Source: an optimization exercise on an open RTL-to-GDS flow (aim: small area, a short achievable clock period and few clock cycles per item). Production flows keep margins and buffers that such runs may drop.
Function was checked by simulation only, so behaviour that the tests miss may differ from the original.
No activity file was given, so power comes from the tool's default toggle rates.

==> design.v <==
module fp_pack (
    input  wire signed [9:0] e,
    input  wire [23:0] mant,
    input  wire        g,
    input  wire        st,
    output wire [30:0] mag,
    output wire        ovf
);
    wire       rup = g & (st | mant[0]);
    wire [9:0] em1 = e - 10'sd1;
    wire [32:0] pk = {em1[8:0], 23'd0} + {9'd0, mant} + {32'd0, rup};
    assign ovf = (e > 10'sd254) || (pk[30:23] == 8'hFF) || pk[31];
    assign mag = ovf ? {8'hFF, 23'd0} : pk[30:0];
endmodule
module fp_mul5 (
    input  wire [31:0] a,
    output wire [31:0] y
);
    wire [23:0] m  = {1'b1, a[22:0]};
    wire [26:0] p  = {3'd0, m} + {1'b0, m, 2'd0};
    wire        hi = p[26];
    wire signed [9:0] e = {2'd0, a[30:23]} + (hi ? 10'sd3 : 10'sd2);
    wire [23:0] mt = hi ? p[26:3] : p[25:2];
    wire        g  = hi ? p[2] : p[1];
    wire        st = hi ? (p[1] | p[0]) : p[0];
    wire [30:0] mag;
    wire        ovf;
    fp_pack u_pk (.e(e), .mant(mt), .g(g), .st(st), .mag(mag), .ovf(ovf));
    assign y = (a[30:0] == 31'd0) ? {a[31], 31'd0} : {a[31], mag};
endmodule
module fp_add (
    input  wire [31:0] a,
    input  wire [31:0] b,
    output reg  [31:0] y
);
    wire a_nan = (a[30:23] == 8'hFF) && (a[22:0] != 0);
    wire b_nan = (b[30:23] == 8'hFF) && (b[22:0] != 0);
    wire a_inf = (a[30:23] == 8'hFF) && (a[22:0] == 0);
    wire b_inf = (b[30:23] == 8'hFF) && (b[22:0] == 0);
    wire        swap = b[30:0] > a[30:0];
    wire [31:0] x = swap ? b : a;
    wire [31:0] z = swap ? a : b;
    wire [23:0] mx = {x[30:23] != 0, x[22:0]};
    wire [23:0] mz = {z[30:23] != 0, z[22:0]};
    wire [7:0]  ex = (x[30:23] == 0) ? 8'd1 : x[30:23];
    wire [7:0]  ez = (z[30:23] == 0) ? 8'd1 : z[30:23];
    wire [7:0]  d  = ex - ez;
    wire [4:0]  sh = (d > 8'd27) ? 5'd27 : d[4:0];
    wire [53:0] wide = {mz, 3'd0, 27'd0} >> sh;
    wire [26:0] zs   = {wide[53:28], wide[27] | (|wide[26:0])};
    wire [26:0] xs   = {mx, 3'd0};
    wire        sub  = x[31] ^ z[31];
    wire [27:0] sum  = sub ? ({1'b0, xs} - {1'b0, zs}) : ({1'b0, xs} + {1'b0, zs});
    reg  [4:0]  lz;
    integer k;
    always @* begin
        lz = 5'd27;
        for (k = 0; k < 27; k = k + 1)
            if (sum[k]) lz = 5'd26 - k[4:0];
    end
    wire [7:0]  lim  = ex - 8'd1;
    wire [4:0]  lsh  = ({3'd0, lz} > lim) ? lim[4:0] : lz;
    wire [26:0] nl   = sum[26:0] << lsh;
    wire [26:0] nm   = sum[27] ? {sum[27:2], sum[1] | sum[0]} : nl;
    wire signed [9:0] ne = sum[27] ? ({2'd0, ex} + 10'sd1) : ({2'd0, ex} - {5'd0, lsh});
    wire [30:0] mag;
    wire        ovf;
    fp_pack u_pk (.e(ne), .mant(nm[26:3]), .g(nm[2]), .st(nm[1] | nm[0]), .mag(mag), .ovf(ovf));
    always @* begin
        if (a_nan || b_nan || (a_inf && b_inf && (a[31] != b[31])))
            y = 32'h7FC00000;
        else if (a_inf)
            y = a;
        else if (b_inf)
            y = b;
        else if (sum == 0)
            y = {(a[31] & b[31]), 31'd0};
        else
            y = {x[31], mag};
    end
endmodule
module fp_mul (
    input  wire [23:0] ma,
    input  wire [23:0] mb,
    input  wire signed [9:0] ea,
    input  wire signed [9:0] eb,
    output wire signed [9:0] e_out,
    output wire [30:0] mag,
    output wire        ovf,
    output wire [25:0] q,
    output wire        qs
);
    wire [47:0] p  = ma * mb;
    wire [47:0] pn = p[47] ? p : {p[46:0], 1'b0};
    assign e_out = ea + eb - (p[47] ? 10'sd126 : 10'sd127);
    assign q  = pn[47:22];
    assign qs = |pn[21:0];
    fp_pack u_pk (.e(e_out), .mant(pn[47:24]), .g(pn[23]), .st(|pn[22:0]),
                  .mag(mag), .ovf(ovf));
endmodule
module fp_div #(parameter STEPS = 4) (
    input  wire        clk,
    input  wire        rst,
    input  wire        start,
    input  wire [30:0] a,
    input  wire [30:0] b,
    input  wire        take,
    output reg         busy,
    output wire        done,
    output wire [30:0] y
);
    localparam NB = 28;                     
    reg  [24:0] rem;
    reg  [23:0] dv;
    reg  [NB-1:0] q;
    reg  [4:0]  cnt;
    reg  signed [9:0] qe;
    reg         fin;                        
    reg         sat;                        
    reg  [30:0] sat_v;
    wire [23:0] ma = {1'b1, a[22:0]};
    wire [23:0] mb = {1'b1, b[22:0]};
    wire        ma_lt = ma < mb;
    wire signed [9:0] e0 = {2'd0, a[30:23]} - {2'd0, b[30:23]} + 10'sd127
                           - (ma_lt ? 10'sd1 : 10'sd0);
    reg [24:0] r;
    reg [NB-1:0] qq;
    integer k;
    always @* begin
        r  = rem;
        qq = q;
        for (k = 0; k < STEPS; k = k + 1) begin
            if (r >= {1'b0, dv}) begin
                r  = r - {1'b0, dv};
                qq = {qq[NB-2:0], 1'b1};
            end else begin
                qq = {qq[NB-2:0], 1'b0};
            end
            r = {r[23:0], 1'b0};
        end
    end
    wire [30:0] mag;
    wire        ovf;
    fp_pack u_pk (.e(qe), .mant(q[NB-1:NB-24]), .g(q[NB-25]),
                  .st((|q[NB-26:0]) | (rem != 0)), .mag(mag), .ovf(ovf));
    assign done = fin;
    assign y = sat ? sat_v : ((mag >= 31'h3F800000) ? 31'h3F800000 : mag);
    always @(posedge clk) begin
        if (rst) begin
            busy <= 1'b0;
            fin  <= 1'b0;
        end else if (start) begin
            busy <= 1'b1;
            rem  <= ma_lt ? {ma, 1'b0} : {1'b0, ma};
            dv   <= mb;
            q    <= {NB{1'b0}};
            qe   <= e0;
            cnt  <= 5'd0;
            if (a == 31'd0) begin
                sat <= 1'b1; sat_v <= 31'd0; fin <= 1'b1;
            end else if (e0 >= 10'sd127) begin
                sat <= 1'b1; sat_v <= 31'h3F800000; fin <= 1'b1;
            end else begin
                sat <= 1'b0; fin <= 1'b0;
            end
        end else if (busy) begin
            if (take) begin
                busy <= 1'b0;
                fin  <= 1'b0;
            end else if (!fin) begin
                rem <= r;
                q   <= qq;
                cnt <= cnt + STEPS;
                if (cnt + STEPS >= NB) fin <= 1'b1;
            end
        end
    end
endmodule
module blep_rom (
    input  wire [5:0]  idx,
    output reg  [31:0] e,
    output reg  [31:0] de
);
    always @* begin
        case (idx)
            6'd0: begin e = 32'hBF7FFFB7; de = 32'h37E18000; end
            6'd1: begin e = 32'hBF7FFDF4; de = 32'h38CA8000; end
            6'd2: begin e = 32'hBF7FF7A0; de = 32'h398A6000; end
            6'd3: begin e = 32'hBF7FE654; de = 32'h3A1F1800; end
            6'd4: begin e = 32'hBF7FBE8E; de = 32'h3AA1EC00; end
            6'd5: begin e = 32'hBF7F6D98; de = 32'h3B163300; end
            6'd6: begin e = 32'hBF7ED765; de = 32'h3B815700; end
            6'd7: begin e = 32'hBF7DD4B7; de = 32'h3BD16980; end
            6'd8: begin e = 32'hBF7C31E4; de = 32'h3C20CA00; end
            6'd9: begin e = 32'hBF79AEBC; de = 32'h3C6BB4C0; end
            6'd10: begin e = 32'hBF75FFE9; de = 32'h3CA5B9A0; end
            6'd11: begin e = 32'hBF70D21C; de = 32'h3CE05EA0; end
            6'd12: begin e = 32'hBF69CF27; de = 32'h3D12A2E0; end
            6'd13: begin e = 32'hBF60A4F9; de = 32'h3D396EC0; end
            6'd14: begin e = 32'hBF550E0D; de = 32'h3D6334C0; end
            6'd15: begin e = 32'hBF46DAC1; de = 32'h3D870130; end
            6'd16: begin e = 32'hBF35FA9B; de = 32'h3D9BB108; end
            6'd17: begin e = 32'hBF22847A; de = 32'h3DAE3F60; end
            6'd18: begin e = 32'hBF0CBC8E; de = 32'h3DBD2C58; end
            6'd19: begin e = 32'hBEEA2E06; de = 32'h3DC703B8; end
            6'd20: begin e = 32'hBEB86D18; de = 32'h3DCA8224; end
            6'd21: begin e = 32'hBE85CC8F; de = 32'h3DC6BA34; end
            6'd22: begin e = 32'hBE283C04; de = 32'h3DBB357E; end
            6'd23: begin e = 32'hBD95428A; de = 32'h3DA80D20; end
            6'd24: begin e = 32'h3C1654B4; de = 32'h3D8DF618; end
            6'd25: begin e = 32'h3DA0C0AE; de = 32'h3D5C7D64; end
            6'd26: begin e = 32'h3E077FB0; de = 32'h3D1577EC; end
            6'd27: begin e = 32'h3E2CDDAB; de = 32'h3C969EE0; end
            6'd28: begin e = 32'h3E3FB187; de = 32'h3A390F00; end
            6'd29: begin e = 32'h3E406A96; de = 32'hBC7BAB80; end
            6'd30: begin e = 32'h3E30AFDE; de = 32'hBCEB67E0; end
            6'd31: begin e = 32'h3E1342E2; de = 32'hBD1DEE5E; end
            6'd32: begin e = 32'h3DD78E95; de = 32'hBD354C58; end
            6'd33: begin e = 32'h3D79D0D2; de = 32'hBD3AF615; end
            6'd34: begin e = 32'h3C7B6AF5; de = 32'hBD2F9FE6; end
            6'd35: begin e = 32'hBCE18A51; de = 32'hBD15776C; end
            6'd36: begin e = 32'hBD831E4A; de = 32'hBCDFD30C; end
            6'd37: begin e = 32'hBDBB130D; de = 32'hBC868DC8; end
            6'd38: begin e = 32'hBDDCB67F; de = 32'hBBA28A50; end
            6'd39: begin e = 32'hBDE6DF24; de = 32'h3BC20BD0; end
            6'd40: begin e = 32'hBDDABE67; de = 32'h3C790400; end
            6'd41: begin e = 32'hBDBB9DE7; de = 32'h3CB4D468; end
            6'd42: begin e = 32'hBD8E68CD; de = 32'h3CD56508; end
            6'd43: begin e = 32'hBD321F16; de = 32'h3CDCDC5F; end
            6'd44: begin e = 32'hBC8761CD; de = 32'h3CCC9D1A; end
            6'd45: begin e = 32'h3C0A7699; de = 32'h3CA87352; end
            6'd46: begin e = 32'h3CEDAE9E; de = 32'h3C6C05D8; end
            6'd47: begin e = 32'h3D31D8C5; de = 32'h3BF02238; end
            6'd48: begin e = 32'h3D4FDD0C; de = 32'h3942FA00; end
            6'd49: begin e = 32'h3D50A006; de = 32'hBBCC3330; end
            6'd50: begin e = 32'h3D3719A0; de = 32'hBC38E4A4; end
            6'd51: begin e = 32'h3D08E077; de = 32'hBC6E50AE; end
            6'd52: begin e = 32'h3C9A9897; de = 32'hBC81AAC4; end
            6'd53: begin e = 32'h3B476E97; de = 32'hBC78EAD7; end
            6'd54: begin e = 32'hBC470F31; de = 32'hBC53914F; end
            6'd55: begin e = 32'hBCCD5040; de = 32'hBC1A7904; end
            6'd56: begin e = 32'hBD0D4661; de = 32'hBBACCE20; end
            6'd57: begin e = 32'hBD22E025; de = 32'hBA841340; end
            6'd58: begin e = 32'hBD2700BF; de = 32'h3B3B3EE0; end
            6'd59: begin e = 32'hBD1B4CD1; de = 32'h3BC1B948; end
            6'd60: begin e = 32'hBD0315A8; de = 32'h3C014888; end
            6'd61: begin e = 32'hBCC5870C; de = 32'h3C0E57EB; end
            6'd62: begin e = 32'hBC7CB62D; de = 32'h3C08DDB2; end
            6'd63: begin e = 32'hBBE7B0F7; de = 32'h3BE7B0F7; end
            default: begin e = 32'h0; de = 32'h0; end
        endcase
    end
endmodule
module rn_osc (
    input  wire        clk,
    input  wire        rst,
    input  wire        cmd_valid,
    input  wire [1:0]  cmd_op,
    input  wire [31:0] cmd_data,
    output wire        cmd_ready,
    output reg         out_valid,
    output reg  [31:0] out_sq,
    output reg  [31:0] out_saw
);
    localparam [1:0] OP_SETF = 2'd0, OP_PROC = 2'd1, OP_RESET = 2'd2;
    localparam [1:0] K_NONE = 2'd0, K_HALF = 2'd1, K_WRAP = 2'd2;
    localparam [31:0] F_ONE     = 32'h3F800000;
    localparam [31:0] F_M_ONE   = 32'hBF800000;
    localparam [31:0] F_HALF    = 32'h3F000000;
    localparam [30:0] F_INC_MAX = 31'h3EB33333;    
    reg        a_v;
    reg [1:0]  a_op;
    reg [23:0] a_m;
    reg signed [9:0] a_e;
    reg        a_neg, a_zero, a_inf, a_nan;
    reg        a_unf;                       
    reg [25:0] u_q;
    reg        u_s;
    reg signed [9:0] u_e;
    reg [23:0] f_m;
    reg signed [9:0] f_e;
    reg        f_zero, f_inf;
    reg        i_v;
    reg        i_rst;                       
    reg [30:0] inc;
    reg [30:0] phase;
    reg        s_sub;                       
    reg [30:0] s_r;
    reg        s_wrap;
    reg        r_v;
    reg        r_rst;
    reg [30:0] r_p1;
    reg [1:0]  r_kind;
    reg  [23:0] mul_ma, mul_mb;
    reg  signed [9:0] mul_ea, mul_eb;
    wire signed [9:0] mul_e;
    wire [30:0] mul_mag;
    wire        mul_ovf;
    wire [25:0] mul_q;
    wire        mul_qs;
    fp_mul u_mul (.ma(mul_ma), .mb(mul_mb), .ea(mul_ea), .eb(mul_eb),
                  .e_out(mul_e), .mag(mul_mag), .ovf(mul_ovf), .q(mul_q), .qs(mul_qs));
    reg        t_v;
    reg [5:0]  t_i;
    reg [23:0] t_fm;
    reg signed [9:0] t_fe;
    reg        t_fz;
    reg [1:0]  t_kind;
    wire [31:0] rom_e, rom_de;
    blep_rom u_rom (.idx(t_i), .e(rom_e), .de(rom_de));
    always @* begin
        if (t_v) begin
            mul_ma = t_fm;                  mul_ea = t_fe;
            mul_mb = {1'b1, rom_de[22:0]};  mul_eb = {2'd0, rom_de[30:23]};
        end else begin
            mul_ma = f_m;                   mul_ea = f_e;
            mul_mb = a_m;                   mul_eb = a_e;
        end
    end
    wire a_norm = a_v && (a_op == OP_SETF || a_op == OP_PROC) &&
                  !a_zero && !a_inf && !a_nan && !a_m[23];
    wire a_pos  = !a_neg && !a_zero && !a_nan;
    reg  [30:0] a_inc;
    reg         a_inc_unf;                  
    always @* begin
        a_inc_unf = 1'b0;
        if (f_zero || !a_pos)
            a_inc = 31'd0;
        else if (f_inf || a_inf)
            a_inc = F_INC_MAX;
        else if (mul_e < 10'sd1) begin
            a_inc = 31'd0;
            a_inc_unf = 1'b1;
        end else if (mul_ovf || mul_mag >= F_INC_MAX)
            a_inc = F_INC_MAX;
        else
            a_inc = mul_mag;
    end
    wire [30:0] u_mag;
    wire        u_ovf;
    fp_pack u_upk (.e(10'sd1), .mant(u_q[25:2]), .g(u_q[1]), .st(u_q[0] | u_s),
                   .mag(u_mag), .ovf(u_ovf));
    wire [31:0] s_sum;
    fp_add u_adds (.a({1'b0, phase}), .b({1'b0, inc}), .y(s_sum));
    wire        s_ge1   = s_sum[30:0] >= F_ONE[30:0];
    wire        s_half  = (phase < F_HALF[30:0]) && (s_sum[30:0] >= F_HALF[30:0]);
    reg  [4:0]  x_lz;
    integer k;
    always @* begin
        x_lz = 5'd23;
        for (k = 0; k < 23; k = k + 1)
            if (s_r[k]) x_lz = 5'd22 - k[4:0];
    end
    wire [22:0] x_f   = s_r[22:0] << (x_lz + 5'd1);
    wire [7:0]  x_exp = s_r[30:23] - 8'd1 - {3'd0, x_lz};
    wire [30:0] x_sub = (s_r[22:0] == 23'd0) ? 31'd0 : {x_exp, x_f};
    wire        div_busy, div_done;
    wire [30:0] div_y;
    wire        div_start = s_sub && r_free_w && !div_busy;
    wire        div_take;
    fp_div #(.STEPS(4)) u_div (.clk(clk), .rst(rst), .start(div_start),
                  .a(x_sub), .b(inc), .take(div_take), .busy(div_busy),
                  .done(div_done), .y(div_y));
    wire r_take;
    wire r_free_w = !r_v || r_take;
    wire s_fire   = i_v && (i_rst ? r_free_w :
                    (s_sub ? (r_free_w && !div_busy) : (s_ge1 || s_half || r_free_w)));
    wire i_done   = i_v && (i_rst ? r_free_w : (s_sub ? (r_free_w && !div_busy)
                    : (!(s_ge1 || s_half) && r_free_w)));
    wire i_free   = !i_v || i_done;
    wire r_load   = i_v && r_free_w && (i_rst || (s_sub ? !div_busy : !(s_ge1 || s_half)));
    wire a_busy   = a_norm || a_unf;
    wire a_done   = a_v && !a_busy &&
                    ((a_op == OP_SETF) || (a_op == 2'd3) ||
                     (a_op == OP_RESET && i_free) ||
                     (a_op == OP_PROC && i_free && !t_v && !(a_inc_unf)));
    assign cmd_ready = !a_v || a_done;
    always @(posedge clk) begin
        if (rst) begin
            a_v    <= 1'b0;
            a_unf  <= 1'b0;
            i_v    <= 1'b0;
            s_sub  <= 1'b0;
            r_v    <= 1'b0;
            phase  <= 31'd0;
            f_zero <= 1'b1;
            f_inf  <= 1'b0;
        end else begin
            if (cmd_valid && cmd_ready) begin
                a_v    <= 1'b1;
                a_op   <= cmd_op;
                a_m    <= {cmd_data[30:23] != 8'd0, cmd_data[22:0]};
                a_e    <= (cmd_data[30:23] == 8'd0) ? 10'sd1 : {2'd0, cmd_data[30:23]};
                a_neg  <= cmd_data[31];
                a_zero <= (cmd_data[30:0] == 31'd0);
                a_inf  <= (cmd_data[30:23] == 8'hFF) && (cmd_data[22:0] == 23'd0);
                a_nan  <= (cmd_data[30:23] == 8'hFF) && (cmd_data[22:0] != 23'd0);
            end else if (a_done) begin
                a_v <= 1'b0;
            end else if (a_norm) begin
                a_m <= {a_m[22:0], 1'b0};
                a_e <= a_e - 10'sd1;
            end else if (a_v && a_op == OP_PROC && !a_unf && i_free && !t_v && a_inc_unf) begin
                a_unf <= 1'b1;
                u_q   <= mul_q;
                u_s   <= mul_qs;
                u_e   <= mul_e;
            end else if (a_unf) begin
                if (u_e < 10'sd1) begin
                    u_q <= {1'b0, u_q[25:1]};
                    u_s <= u_s | u_q[0];
                    u_e <= u_e + 10'sd1;
                end else if (i_free) begin
                    a_unf <= 1'b0;
                    a_v   <= 1'b0;
                end
            end
            if (a_done && a_op == OP_SETF) begin
                if (a_neg || a_zero || a_nan) begin
                    f_zero <= 1'b1;
                    f_inf  <= 1'b0;
                end else begin
                    f_zero <= 1'b0;
                    f_inf  <= a_inf;
                    f_m    <= a_m;
                    f_e    <= a_e;
                end
            end
            if (a_done && a_op == OP_RESET) begin
                i_v   <= 1'b1;
                i_rst <= 1'b1;
            end else if (a_done && a_op == OP_PROC) begin
                i_v   <= 1'b1;
                i_rst <= 1'b0;
                inc   <= a_inc;
            end else if (a_unf && !(u_e < 10'sd1) && i_free) begin
                i_v   <= 1'b1;
                i_rst <= 1'b0;
                inc   <= u_mag;
            end else if (i_done) begin
                i_v <= 1'b0;
            end
            if (i_v && i_rst && r_free_w) begin
                phase  <= 31'd0;
                r_rst  <= 1'b1;
            end else if (i_v && !i_rst && !s_sub) begin
                if (s_ge1 || s_half) begin
                    s_sub  <= 1'b1;
                    s_r    <= s_sum[30:0];
                    s_wrap <= s_ge1;
                end else if (r_free_w) begin
                    phase  <= s_sum[30:0];
                    r_rst  <= 1'b0;
                    r_p1   <= s_sum[30:0];
                    r_kind <= K_NONE;
                end
            end else if (i_v && s_sub && r_free_w && !div_busy) begin
                s_sub  <= 1'b0;
                phase  <= s_wrap ? x_sub : s_r;
                r_rst  <= 1'b0;
                r_p1   <= s_wrap ? x_sub : s_r;
                r_kind <= s_wrap ? K_WRAP : K_HALF;
            end
            if (r_load)
                r_v <= 1'b1;
            else if (r_take)
                r_v <= 1'b0;
        end
    end
    reg  [1:0]  hk [0:7];                   
    reg  [30:0] hd [0:7];                   
    reg  [7:0]  pend;                       
    reg         b_run;                      
    reg         b_fin;                      
    reg         nsq_neg;
    reg  [31:0] nsaw_r;
    reg  [31:0] csq, csaw;
    reg         m_v;
    reg  [31:0] m_ei, m_pr;
    reg         m_fz;
    reg  [1:0]  m_kind;
    reg         e_v;
    reg  [31:0] e_vv;                       
    reg  [1:0]  e_kind;
    reg         p_v;
    reg  [31:0] p_sq, p_saw;
    wire        take_now = r_v && (!b_run || b_fin);
    assign r_take = take_now;
    wire [31:0] p1x2 = (r_p1[30:23] == 8'd0) ? {1'b0, r_p1[29:0], 1'b0}
                                             : {1'b0, r_p1[30:23] + 8'd1, r_p1[22:0]};
    wire [31:0] ae_a = take_now ? p1x2 : m_ei;
    wire [31:0] ae_b = take_now ? F_M_ONE : (m_fz ? 32'd0 : m_pr);
    wire [31:0] ae_y;
    fp_add u_adde (.a(ae_a), .b(ae_b), .y(ae_y));
    wire [31:0] e2 = (ae_y[30:0] == 31'd0) ? ae_y : {ae_y[31], ae_y[30:23] + 8'd1, ae_y[22:0]};
    wire [31:0] vsq  = (e_kind == K_WRAP) ? e_vv : {~e_vv[31], e_vv[30:0]};
    wire [31:0] vsaw = {~e_vv[31], e_vv[30:0]};
    wire [31:0] aq_b = b_fin ? (nsq_neg ? F_M_ONE : F_ONE) : vsq;
    wire [31:0] aw_b = b_fin ? nsaw_r : vsaw;
    wire [31:0] aq_y, aw_y;
    fp_add u_addq (.a(csq),  .b(aq_b), .y(aq_y));
    fp_add u_addw (.a(csaw), .b(aw_b), .y(aw_y));
    reg  [2:0]  iss_a;
    reg         iss_any;
    always @* begin
        iss_a = 3'd0;
        iss_any = 1'b0;
        for (k = 0; k < 8; k = k + 1)
            if (pend[k] && !iss_any) begin
                iss_a = 3'd7 - k[2:0];
                iss_any = 1'b1;
            end
    end
    wire        iss_ok  = b_run && iss_any && !b_fin && ((iss_a != 3'd0) || div_done);
    assign div_take = iss_ok && (iss_a == 3'd0);
    wire [30:0] iss_d   = (iss_a == 3'd0) ? div_y : hd[iss_a];
    wire [1:0]  iss_k   = hk[iss_a];
    wire [5:0]  tf_i;
    wire [23:0] tf_m;
    wire signed [9:0] tf_e;
    wire        tf_z;
    blep_tfr u_tfr (.d(iss_d), .j(iss_a), .i(tf_i), .fm(tf_m), .fe(tf_e), .fz(tf_z));
    wire drained = !iss_any && !t_v && !m_v;
    integer n;
    always @(posedge clk) begin
        if (rst) begin
            for (n = 0; n < 8; n = n + 1) hk[n] <= K_NONE;
            b_run <= 1'b0;
            b_fin <= 1'b0;
            t_v   <= 1'b0;
            m_v   <= 1'b0;
            e_v   <= 1'b0;
            p_v   <= 1'b0;
            out_valid <= 1'b0;
        end else begin
            b_fin <= 1'b0;
            p_v   <= 1'b0;
            if (b_fin) begin
                p_v   <= 1'b1;
                p_sq  <= aq_y;
                p_saw <= aw_y;
                b_run <= 1'b0;
            end
            if (take_now) begin
                if (r_rst) begin
                    for (n = 0; n < 8; n = n + 1) hk[n] <= K_NONE;
                end else begin
                    hk[0] <= r_kind;
                    for (n = 1; n < 8; n = n + 1) begin
                        hk[n] <= hk[n-1];
                        hd[n] <= hd[n-1];
                    end
                    nsq_neg <= !(r_p1 < F_HALF[30:0]);
                    nsaw_r  <= ae_y;
                    csq     <= 32'd0;
                    csaw    <= 32'd0;
                    if (!b_fin && r_kind == K_NONE && hk[0] == K_NONE && hk[1] == K_NONE &&
                        hk[2] == K_NONE && hk[3] == K_NONE && hk[4] == K_NONE &&
                        hk[5] == K_NONE && hk[6] == K_NONE) begin
                        p_v   <= 1'b1;
                        p_sq  <= (r_p1 < F_HALF[30:0]) ? F_ONE : F_M_ONE;
                        p_saw <= ae_y;
                        pend  <= 8'd0;
                    end else begin
                        b_run <= 1'b1;
                        pend  <= {r_kind != K_NONE, hk[0] != K_NONE, hk[1] != K_NONE,
                                  hk[2] != K_NONE, hk[3] != K_NONE, hk[4] != K_NONE,
                                  hk[5] != K_NONE, hk[6] != K_NONE};
                    end
                end
            end else if (b_run && !b_fin) begin
                if (iss_ok)
                    pend[3'd7 - iss_a] <= 1'b0;
                if (drained)
                    b_fin <= 1'b1;
            end
            t_v <= iss_ok;
            if (iss_ok) begin
                t_i    <= tf_i;
                t_fm   <= tf_m;
                t_fe   <= tf_e;
                t_fz   <= tf_z;
                t_kind <= iss_k;
                if (iss_a == 3'd0) hd[0] <= div_y;
            end
            m_v <= t_v;
            if (t_v) begin
                m_ei   <= rom_e;
                m_pr   <= {rom_de[31], mul_mag};
                m_fz   <= t_fz;
                m_kind <= t_kind;
            end
            e_v <= m_v && !take_now;
            if (m_v) begin
                e_vv   <= e2;
                e_kind <= m_kind;
            end
            if (e_v) begin
                csq <= aq_y;
                if (e_kind == K_WRAP) csaw <= aw_y;
            end
            out_valid <= p_v;
            if (p_v) begin
                out_sq  <= sq5;
                out_saw <= saw5;
            end
        end
    end
    wire [31:0] sq5, saw5;
    fp_mul5 u_m5q (.a(p_sq),  .y(sq5));
    fp_mul5 u_m5w (.a(p_saw), .y(saw5));
endmodule
module blep_tfr (
    input  wire [30:0] d,
    input  wire [2:0]  j,
    output reg  [5:0]  i,
    output reg  [23:0] fm,
    output reg  signed [9:0] fe,
    output reg         fz
);
    wire [7:0]  de = d[30:23];
    wire [23:0] dm = {1'b1, d[22:0]};
    wire        dz = (d == 31'd0);
    wire [7:0]  dsh = 8'd127 - de;
    wire [4:0]  dsc = (dsh > 8'd27) ? 5'd27 : dsh[4:0];
    wire [53:0] dw  = {dm, 3'd0, 27'd0} >> dsc;
    wire [26:0] D   = dz ? 27'd0 : dw[53:27];
    wire        Ds  = !dz && (|dw[26:0]);
    reg  [23:0] R;                          
    reg         g, st, lsb;
    always @* begin
        if (j == 3'd1) begin                
            lsb = D[3]; g = D[2]; st = D[1] | D[0] | Ds;
            R = D[26:3] + {23'd0, g & (st | lsb)};
        end else if (j[2:1] == 2'b01) begin  
            lsb = D[4]; g = D[3]; st = (|D[2:0]) | Ds;
            R = ({D[26:4], 1'b0}) + {22'd0, g & (st | lsb), 1'b0};
        end else begin                      
            lsb = D[5]; g = D[4]; st = (|D[3:0]) | Ds;
            R = ({D[26:5], 2'b0}) + {21'd0, g & (st | lsb), 2'b0};
        end
    end
    reg  [6:0]  ip;                         
    reg  [22:0] F;                          
    reg         fone;
    reg  [4:0]  lz;
    integer k;
    always @* begin
        fone = 1'b0;
        if (j == 3'd0) begin
            ip = {3'd0, D[26:23]};
            F  = D[22:0];
        end else begin
            ip = {1'b0, j, 3'd0} + {3'd0, R[23:20]};
            F  = {R[19:0], 3'd0};
        end
        if (ip > 7'd63) begin
            i = 6'd63;
            fone = 1'b1;
        end else begin
            i = ip[5:0];
        end
        lz = 5'd23;
        for (k = 0; k < 23; k = k + 1)
            if (F[k]) lz = 5'd22 - k[4:0];
        if (fone) begin
            fm = 24'h800000; fe = 10'sd127; fz = 1'b0;
        end else if (j == 3'd0 && de < 8'd124) begin
            fm = dm; fe = {2'd0, de} + 10'sd3; fz = dz;
        end else begin
            fm = {F, 1'b0} << lz;
            fe = 10'sd126 - {5'd0, lz};
            fz = (F == 23'd0);
        end
    end
endmodule
==> run.sh <==
#!/bin/bash
# synth_recipe.tcl (not shown) runs the flow's synth.tcl, then flattens the netlist and writes it again
# the make line also repeats each setting of config.mk as NAME=value (left out here)
make -C /OpenROAD-flow-scripts/flow DESIGN_CONFIG=/design/flow/config.mk WORK_HOME=/design/flow/orfs CLKGATE_MAP_FILE= SYNTH_SCRIPT=/design/flow/synth_recipe.tcl finish
==> config.mk <==
export PLATFORM = sky130hd
export DESIGN_NAME = rn_osc
export DESIGN_NICKNAME = rn_osc
export VERILOG_FILES = /design/flow/design.v
export SDC_FILE = /design/flow/constraint.sdc
export NUM_CORES = 4
export LEC_CHECK = 0
export CAP_MARGIN = 20
export CORE_MARGIN = 2
export CORE_UTILIZATION = 40
export SLEW_MARGIN = 20
==> constraint.sdc <==
create_clock -name core_clock -period 20.0 [get_ports {clk}]
set_input_delay 4.0000 -clock core_clock [delete_from_list [all_inputs] [get_ports {clk}]]
set_output_delay 4.0000 -clock core_clock [all_outputs]
set_load 0.01 [all_outputs]
==> notes.md <==
----------------------------------------------------
[Status]
  Run status ... finished clean

[Floorplanning]
  Horizontal die dimension ... roughly 580 um
  Core box area ... ~330000 sq um
  Die Footprint ... 338000 sq um
  Initial Util ... 0.401
  Chip height ... 581 um
  Boundary Pins ... between 100 and 150
  Cell row count ... approximately 210

[Timing]
  Final min period ... between 15 and 20 ns
  Setup TNS Final ... 0 ns
  Final Hold Violating Endpoints ... 0
  Max Clock Skew ... roughly 0.15 ns
  Final cycle utilization of the critical path ... 0.971
  Final Max Tran Viols ... 0
  Slew margin rel. ... 0.187
  Highest clock rate ... 0.0515 GHz
  Count of endpoints failing setup in the final report ... 0
  Slew @ Worst Pin ... between 1 and 1.5 ns

[Clocking]
  Clock buffers created by TritonCTS ... roughly 120
  Clock buffer depth ... 4
  Level count of the clock H-tree ... 3
  Clk sinks ... about 1000
  CTS tree ... done
  Skew-Pair Late Insertion Delay ... a little over 0.9 ns
  Clock transition at path regs ... around 0.07 ns
  Clock Root Buffer ... sky130_fd_sc_hd__clkbuf_16

[Critical path]
  Type of origin of the critical path ... flop
  CP Capture Type ... output port
  Arrival time of data at the critical path endpoint ... 15.42 ns
  Worst stage delay on the critical path ... ~0.60 ns
  Critical path data required time ... ~16 ns
  Cell repeated most along the worst path ... sky130_fd_sc_hd__ha_1
  Worst-path cell with the longest stage delay ... sky130_fd_sc_hd__or4b_1
  Max Fanout on Critical Path ... 32
  Worst Path Class, Setup ... flop to output port

[Synthesis]
  Synth warn ... 7
  Share of the yosys chip area belonging to registers ... 0.225
  Number of synthesized flops with an enable pin ... 920
  Commonest register cell after synthesis ... sky130_fd_sc_hd__edfxtp_1
  Async S/R FF share, synth ... 0
  Most used standard cell by instance count after synthesis ... sky130_fd_sc_hd__nand2_1
  Top-area cell type share of the netlist area ... 0.207
  Number of register bits inferred by synthesis ... approximately 1000
  Post-Synthesis Cell Area ... between 100000 and 150000 sq um
  Area leader, netlist ... sky130_fd_sc_hd__edfxtp_1
  Leading post-synthesis cells by cell area ... sky130_fd_sc_hd__edfxtp_1 21%, sky130_fd_sc_hd__ha_1 7.7%, sky130_fd_sc_hd__fa_1 7.5%, sky130_fd_sc_hd__nand2_1 5.7%, sky130_fd_sc_hd__nor2_1 5.0%
  Post-synthesis average cell area ... between 7 and 8 sq um
  Mapped Cells ... 17000
  Commonest cells in the netlist ... 2014 x sky130_fd_sc_hd__nand2_1, 1791 x sky130_fd_sc_hd__nor2_1, 1233 x sky130_fd_sc_hd__inv_1
  Number of distinct library cells after synthesis ... between 100 and 150

[Final layout]
  Synthesis-to-finish area growth ... 12.0%
  Design area ... roughly 150000 sq um
  Final standard cell utilization of the core ... 0.449
  Final non-filler cell total ... 21800
  Ratio of cells with drive above 1 in the final layout ... 0.111
  Number of nets at the end of the flow ... 18700

[Placed design]
  Dpl cells ... roughly 22000
  Input/output buffers ... around 100
  Final HPWL from detailed placement ... 430 mm
  Routability congestion estimate ... around 1.1
  Area after detailed placement ... 144000 sq um

[Detailed routing]
  Remaining antenna violation count after routing ... 0
  Remaining routing DRC violations ... 0
  Total vias in the final route ... 138000
  DRC marker count from the first detailed-route iteration ... between 15000 and 20000
  Total Routed Length ... between 500 and 600 mm
  Wire per inst ... about 25 um
  First-pass DRT Iterations ... 10
  Via-to-Cell Ratio ... between 6 and 7

[Power]
  Switch share ... 0.499
  Power Dens Cells ... between 100 and 150 nW/um^2
  Internal Pwr Total ... roughly 0.0076 W
  Net Switching ... 0.00752 W
  Combinational Power Share ... 0.680
  Portion of total power attributed to the clock network ... 0.152
  Leakage dissipation ... ~61 nW
  Peak ir drop on the vdd network ... approximately 0.42 mV
  Reg power frac ... 0.168

[Min path]
  Worst Hold Class ... flop to flop

[GRT]
  Global router's overall resource usage ... 0.312
  Antenna violations before repair ... 13
  Overflow left after global routing ... 0
  Largest net degree at the start of global routing ... 115
  Via count of the first global-routing pass ... around 130k
  First-pass GRT wire length ... ~820 mm

[Run]
  Number of max-cap violations ... 0

----------------------------------------------------
[metrics by stage]
stage	total power [W]	hold slack, ns	setup slack, ns
floorplan	0.00937	0.386	0.0221
detailed placement	0.0125	0.389	-0.223
global route	0.0161	0.409	-0.0974
global placement	0.0124	0.387	-0.181
finish	0.0151	0.401	0.576
CTS	0.0148	0.402	0.0238
[routing by layer]
layer | GRT usage | up-vias | wire (um)
met5 | 0 | - | 65
met4 | 0.175 | 10 | 37200
met3 | 0.0589 | 1583 | 54000
met2 | 0.488 | 7801 | 241000
met1 | 0.404 | 65700 | 220000
li1 | - | 62700 | -
[cells in the final DEF (no fill, tap or decap), types with 129 or more instances in the layout]
| master | n |
|---|---|
| sky130_fd_sc_hd__a21oi_1 | 1130 |
| sky130_fd_sc_hd__edfxtp_1 | 920 |
| sky130_fd_sc_hd__o21ai_0 | 949 |
| sky130_fd_sc_hd__and2_1 | 201 |
| sky130_fd_sc_hd__xor2_1 | 217 |
| sky130_fd_sc_hd__xnor2_1 | 417 |
| sky130_fd_sc_hd__a31oi_1 | 180 |
| sky130_fd_sc_hd__o22ai_1 | 165 |
| sky130_fd_sc_hd__mux2_2 | 183 |
| sky130_fd_sc_hd__o211ai_1 | 207 |
| sky130_fd_sc_hd__o21ai_1 | 137 |
| sky130_fd_sc_hd__nand4_1 | 220 |
| sky130_fd_sc_hd__nand2b_1 | 137 |
| sky130_fd_sc_hd__nand3_1 | 493 |
| sky130_fd_sc_hd__nand2_1 | 2009 |
| sky130_fd_sc_hd__nor4_1 | 192 |
| sky130_fd_sc_hd__ha_1 | 813 |
| sky130_fd_sc_hd__inv_1 | 1231 |
| sky130_fd_sc_hd__and3_1 | 145 |
| sky130_fd_sc_hd__nor2_1 | 1776 |
| sky130_fd_sc_hd__a21o_1 | 203 |
| sky130_fd_sc_hd__fa_1 | 499 |
| sky130_fd_sc_hd__a211oi_1 | 243 |
| sky130_fd_sc_hd__mux2i_1 | 450 |
| sky130_fd_sc_hd__nor3_1 | 477 |
| sky130_fd_sc_hd__o21a_1 | 129 |
| sky130_fd_sc_hd__buf_4 | 1001 |
[flip-flops by register name (all words and copies together) (netlist names), 32 cells and up]
name,count
csaw,32
csq,32
e_vv,32
hd,248
m_pr,32
nsaw_r,32
out_saw,32
out_sq,32
p_saw,32
p_sq,32
[cell families (layout without fill, tap and decap cells)]
family / Yosys count / after routing / share of synthesized area
AOI/OAI and AO/OA: 4858 / 4858 / 0.244
xor gates and xnor gates: 641 / 641 / 0.0422
adders and majority gates: 1319 / 1319 / 0.152
buffers and inverters: 2182 / 2599 / 0.0646
DFF: 1040 / 1040 / 0.225
muxes: 660 / 660 / 0.0517
other: 2 / 10 / 0.0000563
and+or+nand+nor: 6308 / 6309 / 0.221
[timing repair]
item	4_1_cts	5_1_grt
setup endpoints to repair	19	204
resized for setup	49	155
gates cloned	1	4
pin swaps	9	44
hold buffers	0	0
setup buffers	15	20
[critical path, delay by kind of cell (launching register included)]
family	cells	cell delay [ns]
buf+inv	9	1.45
simple gates	19	4.56
mux	1	0.22
compound gates	28	6.21
fa+ha+maj	6	1.62
flops	1	0.41
[path summary, 6_finish.rpt]
| kind | startpoint | to | slack, ns | cells after the start |
|---|---|---|---|---|
| hold reg to reg | rom_e[22] | m_ei[22] | 0.40 | 0 |
| setup reg to reg | r_p1[24] | p_saw[22] | 1.09 | 64 |
| setup / recovery | inc[24] | cmd_ready | 0.58 | 63 |
| hold / removal | rom_e[22] | m_ei[22] | 0.40 | 0 |
[power groups by stage]
| stage | Sequential, W | Combinational [W] | Clock [W] |
|---|---|---|---|
| final | 0.00254 | 0.0102 | 0.00229 |
| after global routing | 0.00254 | 0.0112 | 0.00239 |
| after CTS | 0.00254 | 0.00995 | 0.00232 |
| after detailed placement | 0.00258 | 0.00988 | 0 |
| after global placement | 0.00258 | 0.00984 | 0 |
| after floorplan | 0.00256 | 0.00681 | 0 |
[area by class of cell]
cell class | instances | area, sq um
antenna | 4 | 10.0
multi-input combinational | 13800 | 96000
tap | 4387 | 5490
sequential | 1040 | 30000
timing repair buffer | 1130 | 9080
inverter | 1252 | 4710
clock inverter | 85 | 902
clock buffer | 132 | 3060
fill | 33600 | 183000
Testbench counts, summed over its fixed seeds: cycles 110,680, samples 31,502.

what the ideal ports hide:
The results above use ideal ports. As a check the final layout listed here was re-extracted and re-timed, cells and wires unchanged.
Step 1: set_driving_cell puts a clkbuf_16 on clk and a buf_2 on each other input, an assumption about the parent block.
Step 2 adds t to the input delays and takes it off the output delays; t is the mean of the earliest and latest rising clock arrival at the registers after step 1. Input paths then give back, and output paths get back, about the clock's delay inside the block.
Slacks: ideal ports / drivers / drivers and shift; pairs: ideal ports / drivers.
shift t [ns]: 0.948
slack for setup (ns): 0.576 / 0.472 / 1.092
latest minus earliest clock arrival (ns): 0.149 / 0.150
After both steps this run still meets setup and hold. For this run, drivers alone change the setup slack by -0.104 ns; drivers and shift together by +0.516 ns.
